This design comes from an exercise in tuning for small area on the open sky130 flow, not from production work.
The RTL was checked by simulation tests, not by an equivalence proof against the original design.

## north
// mcar_timer
module mcar_timer (
    input  wire        clk,
    input  wire        rst,         
    input  wire [39:0] cmd,
    input  wire        cmd_valid,
    input  wire        tick,        
    input  wire [7:0]  flag0,       
    input  wire [7:0]  flag1,       
    output wire        busy,
    output wire [7:0]  result,
    output wire [7:0]  fault,
    output wire [5:0]  pin_dir,
    output wire [5:0]  pin_out,
    output wire [7:0]  cb_out,
    output reg         cb_strobe
);
For scale: roughly 90 flip-flops, roughly 7500 um^2 of cells after synthesis.
Settings: LEC_CHECK=0, CAP_MARGIN=20, CORE_MARGIN=2, CORE_UTILIZATION=40, SLEW_MARGIN=20; clock period 14.0 ns.
run.sh (not shown) runs the stock make flow with config.mk's settings and CLKGATE_MAP_FILE= SYNTH_SCRIPT=/design/flow/synth_recipe.tcl, a recipe that flattens the netlist after the stock synthesis.
Layout checks on north: not met. Flow itself completed; violations: negative setup slack.
> inputs changed (north -> south)
-- flow/design.v --
<<< north, line 94
    wire [28:0] s;
    mt_add #(29) u_mul (.a(cs_s), .b({cs_c[27:0], 1'b0}), .ci(1'b0), .s(s));
    wire        m_zero  = s[28];
    wire [15:0] plan_n1 = m_zero ? 16'd0 : s[27:12];
    wire        short   = (s[27:12] == 16'd0);
    wire        lo_n7   = (s[2:0] != 3'd7);
    wire [8:0]  qx;
>>> south, line 94
    wire [28:0] s;
    mt_add #(29) u_mul (.a(cs_s), .b({cs_c[27:0], 1'b0}), .ci(1'b0), .s(s));
    wire        m_zero  = (m == 22'd0);
    wire        short   = (m[21:6] == 16'd0) && (!m[5] || m[4:0] == 5'd0);
    wire [15:0] plan_n1 = m_zero ? 16'd0 : s[27:12];
    wire        lo_n7   = (s[2:0] != 3'd7);
    wire [8:0]  qx;
<<< north, line 104
    wire [15:0] isr_inc;
    wire        isr_done_cnt;
    mt_inc #(16) u_isr_inc (.a(isr_cnt), .s(isr_inc));
    mt_ge  #(16) u_isr_ge  (.a(isr_cnt), .b(need1), .ge(isr_done_cnt));
    wire [15:0] poll_dec;
    wire        poll_zero;
    mt_dec #(16) u_poll (.a(poll_left), .d(poll_dec), .z(poll_zero));
    reg        n_run, n_toie, n_tov, n_pend, n_mstop, n_flt, n_pdir;
    reg        n_ena0, n_ena1, n_pwm, n_strobe;
>>> south, line 104
    wire [15:0] isr_inc;
    wire        isr_done_cnt;
    mt_inc #(16) u_isr_inc (.a(isr_cnt), .s(isr_inc), .co());
    mt_ge  #(16) u_isr_ge  (.a(isr_cnt), .b(need1), .ge(isr_done_cnt));
    wire [15:0] poll_dec;
    wire        poll_zero;
    mt_inc #(16) u_poll (.a(poll_left), .s(poll_dec), .co(poll_zero));
    reg        n_run, n_toie, n_tov, n_pend, n_mstop, n_flt, n_pdir;
    reg        n_ena0, n_ena1, n_pwm, n_strobe;
<<< north, line 120
    wire [7:0] k_dec;
    wire       k_zero;
    mt_dec #(8) u_k (.a(k_mux), .d(k_dec), .z(k_zero));
    always @(*) begin
        n_run       = t_run;
>>> south, line 120
    wire [7:0] k_dec;
    wire       k_zero;
    mt_inc #(8) u_k (.a(k_mux), .s(k_dec), .co(k_zero));
    always @(*) begin
        n_run       = t_run;
<<< north, line 289
            if (start) begin
                n_need1     = plan_n1;
                n_poll_left = plan_n1;
                n_k         = plan_q;
                n_run       = 1'b1;
                n_dpoll     = 1'b1;
>>> south, line 289
            if (start) begin
                n_need1     = plan_n1;
                n_poll_left = ~plan_n1;
                n_k         = ~plan_q;
                n_run       = 1'b1;
                n_dpoll     = 1'b1;
<<< north, line 386
module mt_inc #(parameter W = 8) (
    input  wire [W-1:0] a,
    output wire [W-1:0] s
);
    wire [W:0] c;
>>> south, line 386
module mt_inc #(parameter W = 8) (
    input  wire [W-1:0] a,
    output wire [W-1:0] s,
    output wire         co
);
    wire [W:0] c;
<<< north, line 395
        assign c[i+1] = c[i] & a[i];
    end endgenerate
endmodule
module mt_ge #(parameter W = 8) (
>>> south, line 396
        assign c[i+1] = c[i] & a[i];
    end endgenerate
    assign co = c[W];
endmodule
module mt_ge #(parameter W = 8) (
==> comparison <==
- north: flow complete, layout not clean; failing: negative setup slack
- south did not stop at any stage, and its layout met the timing, DRC and antenna checks.
- Of south and north, the lower area added between synthesis and finish belongs to south.
- In the tables for south and north, area of the mapped netlist reads higher with north.
- south packs its core looser than north.
- Comparing south and north, met1 wire length is higher on north.
- Per the comparison of south with north, wire length of the first global-routing pass fell 6.6%; combined buffer and inverter count along the critical path shows a reduction of 2; adder and majority cell fraction of the synthesized area went up by 1.1 points.
- Length of routed met2 wiring went down by a few percent going from north to south.

==> port drivers added, routing unchanged <==
Ports are ideal in the flow. The routed layouts listed here were re-timed in OpenROAD. Step 1: set_driving_cell puts a clkbuf_16 on clk and a buf_2 on each other input, an assumption about the parent block. Step 2 also shifts input and output timing later by t, the mid clock arrival at the registers, as if the neighbouring blocks saw the same clock. Slacks: ideal ports / drivers / drivers and shift; pairs: ideal ports / drivers.
run | t, ns | setup WS [ns] | hold WS [ns] | worst data-port slew with drivers (ns)
north | 0.392 | -1.318 / -1.307 / -1.699 | 0.478 / 0.478 / 0.478 | 0.04
south | 0.396 | 0.367 / 0.385 / -0.011 | 0.468 / 0.468 / 0.468 | 0.05
With both steps, setup timing fails in south, where it was met with ideal ports. The setup slack of north, which loses most, moves by +0.011 ns with the drivers and by -0.381 ns with both steps.
